This is an optimization exercise on Yosys and OpenROAD, whose aim is small area, a short achievable clock period and few clock cycles, not a production implementation. Where RTL was checked, it was by simulation tests only, not by an equivalence proof against the original.

==> module openlst_rf_tx, before the edit <==
module openlst_rf_tx (
    input  wire        clk,
    input  wire        rst,
    input  wire        tx_valid,
    input  wire [7:0]  tx_data,
    input  wire        tx_fbit,
    output reg         tx_ready,
    output reg         pkt_valid,
    output reg  [7:0]  pkt_data,
    input  wire        pkt_ready,
    output reg  [31:0] cnt_sent
);
    localparam [3:0] T_M    = 4'd0;    
    localparam [3:0] T_D0   = 4'd1;    
    localparam [3:0] T_D1   = 4'd2;    
    localparam [3:0] T_BODY = 4'd3;    
    localparam [3:0] T_FD0  = 4'd4;    
    localparam [3:0] T_FD1  = 4'd5;    
    localparam [3:0] T_CL   = 4'd6;    
    localparam [3:0] T_CH   = 4'd7;    
    localparam [3:0] T_DROP = 4'd8;    
    reg  [3:0]  state;
    reg         have_m;      
    reg  [7:0]  remain;      
    reg         fbit;
    reg  [15:0] dev_id;
    reg  [15:0] crc;
    reg         c_init;      
    reg         c_step;      
    reg         pkt_last;    
    reg  [7:0]  s_data;
    reg         s_fbit;
    wire        s_full   = !tx_ready;
    wire        out_free = !pkt_valid || pkt_ready;
    wire        take     = tx_valid && tx_ready;
    wire        h_valid  = s_full || take;
    wire [7:0]  h_data   = s_full ? s_data : tx_data;
    wire        h_fbit   = s_full ? s_fbit : tx_fbit;
    wire        big      = (remain > 8'd252);
    reg         pop;         
    reg         load;        
    reg  [7:0]  out_byte;
    always @(*) begin
        pop      = 1'b0;
        load     = 1'b0;
        out_byte = h_data;
        case (state)
            T_M, T_DROP: pop = h_valid;
            T_D0: begin
                pop      = h_valid && out_free;
                load     = pop;
                out_byte = remain + 8'd3;
            end
            T_D1: begin
                pop      = h_valid && out_free;
                load     = pop;
                out_byte = {1'b0, fbit, 6'b0};
            end
            T_BODY: begin
                pop      = h_valid && out_free;
                load     = pop;
            end
            T_FD0: begin
                pop      = h_valid && !have_m;
                load     = out_free;
                out_byte = dev_id[7:0];
            end
            T_FD1: begin
                pop      = h_valid && !have_m;
                load     = out_free;
                out_byte = dev_id[15:8];
            end
            T_CL: begin
                pop      = h_valid && !have_m;
                load     = out_free;
                out_byte = crc[7:0];
            end
            default: begin    
                load     = out_free;
                out_byte = crc[15:8];
            end
        endcase
    end
    wire [15:0] crc_step;
    openlst_crc16 u_crc (.crc_in(crc | {16{c_init}}), .data(pkt_data), .crc_out(crc_step));
    always @(posedge clk) begin
        if (c_init || c_step)
            crc <= crc_step;
        c_init <= load && (state == T_D0);
        c_step <= load && (state == T_D1 || state == T_BODY);
        if (load) begin
            pkt_data <= out_byte;
            pkt_last <= (state == T_CH);
        end
        if (!s_full)
            s_data <= tx_data;
        if (!s_full)
            s_fbit <= tx_fbit;
        if (rst) begin
            state     <= T_M;
            have_m    <= 1'b0;
            pkt_valid <= 1'b0;
            tx_ready  <= 1'b1;
            cnt_sent  <= 32'd0;
        end else begin
            if (pkt_valid && pkt_ready && pkt_last)
                cnt_sent <= cnt_sent + 32'd1;
            if (load)
                pkt_valid <= 1'b1;
            else if (pkt_ready)
                pkt_valid <= 1'b0;
            tx_ready <= !(h_valid && !pop);
            case (state)
                T_M: begin
                    if (pop) begin
                        remain <= h_data;
                        fbit   <= h_fbit;
                        state  <= (h_data > 8'd252) ? T_DROP : T_D0;
                    end
                end
                T_DROP, T_D0, T_D1, T_BODY: begin
                    if (pop) begin
                        remain <= remain - 8'd1;
                        if (state == T_D0) dev_id[7:0]  <= h_data;
                        if (state == T_D1) dev_id[15:8] <= h_data;
                        if (state == T_D0) state <= T_D1;
                        if (state == T_D1) state <= T_BODY;
                        if ((state == T_BODY || state == T_DROP) && remain == 8'd1)
                            state <= (state == T_BODY) ? T_FD0 : T_M;
                    end
                end
                default: begin    
                    if (pop) begin
                        remain <= h_data;
                        fbit   <= h_fbit;
                        have_m <= 1'b1;
                    end
                    if (load) begin
                        case (state)
                            T_FD0: state <= T_FD1;
                            T_FD1: state <= T_CL;
                            T_CL:  state <= T_CH;
                            default: begin
                                have_m <= 1'b0;
                                state  <= !have_m ? T_M : (big ? T_DROP : T_D0);
                            end
                        endcase
                    end
                end
            endcase
        end
    end
endmodule
Settings: LEC_CHECK=0, CAP_MARGIN=20, CORE_MARGIN=2, CORE_UTILIZATION=70, CTS_CLUSTER_DIAMETER=100, CTS_CLUSTER_SIZE=30, PLACE_DENSITY=0.8, SETUP_SLACK_MARGIN=2.8, SLEW_MARGIN=20; clock period 5.0 ns.
standard.sh (not shown) runs the stock make flow with config.mk's settings and CLKGATE_MAP_FILE= SYNTH_SCRIPT=/design/flow/synth_recipe.tcl, a recipe that flattens the netlist after the stock synthesis.
==> flow/flow/run.sh <==
#!/bin/bash
# Standard layout, with the port buffers made from buf_1 cells.
set -euo pipefail
export BUFFER_PORTS_ARGS="-buffer_cell sky130_fd_sc_hd__buf_1"
bash standard.sh > flow_standard.log 2>&1
The first run completed without violations.
Testbench counts at the start, summed over its fixed seeds: cycles 102,794.
Rerun with:
--- a/flow/design.v
+++ b/flow/design.v
@@ -165,8 +165,6 @@
     reg         fbit;
     reg  [15:0] dev_id;
     reg  [15:0] crc;
-    reg         c_init;      
-    reg         c_step;      
     reg         pkt_last;    
     reg  [7:0]  s_data;
     reg         s_fbit;
@@ -222,12 +220,10 @@
         endcase
     end
     wire [15:0] crc_step;
-    openlst_crc16 u_crc (.crc_in(crc | {16{c_init}}), .data(pkt_data), .crc_out(crc_step));
+    openlst_crc16 u_crc (.crc_in(crc | {16{state == T_D0}}), .data(out_byte), .crc_out(crc_step));
     always @(posedge clk) begin
-        if (c_init || c_step)
+        if (load && (state == T_D0 || state == T_D1 || state == T_BODY))
             crc <= crc_step;
-        c_init <= load && (state == T_D0);
-        c_step <= load && (state == T_D1 || state == T_BODY);
         if (load) begin
             pkt_data <= out_byte;
             pkt_last <= (state == T_CH);
The new run finished clean.
Area after synthesis stays flat.
Routed wire length goes up by 15%.
Core utilization climbs by 4.8 points.
Global-route usage went up by 2.0 points.
Hold slack gets worse by 0.033 ns.
Maximum frequency decreases by 27%.
Sequential share of layout area came out lower by 2.8 points.
Non-clock buffer count went up by 69.
No functional check of the RTL was part of the second run of this note.

[re-timing with driven ports]
No port has a modelled driver above. Below, the same layouts with a new extraction and two added sets of constraints. Step 1: set_driving_cell puts a clkbuf_16 on clk and a buf_2 on each other input, an assumption about the parent block. Step 2 also shifts input and output timing later by t, the mid clock arrival at the registers, as if the neighbouring blocks saw the same clock. Three values: no drivers, after step 1, after step 2; two values: the first two.
run	t (ns)	slack for setup (ns)	pins driven straight from the clock port
the first run	0.525	2.841 / 2.795 / 2.399	1
the second run	0.540	2.028 / 2.028 / 1.567	1
After both steps every run listed still meets setup and hold. For the second run, which loses most, drivers alone change the setup slack by 0.000 ns; drivers and shift together by -0.461 ns.
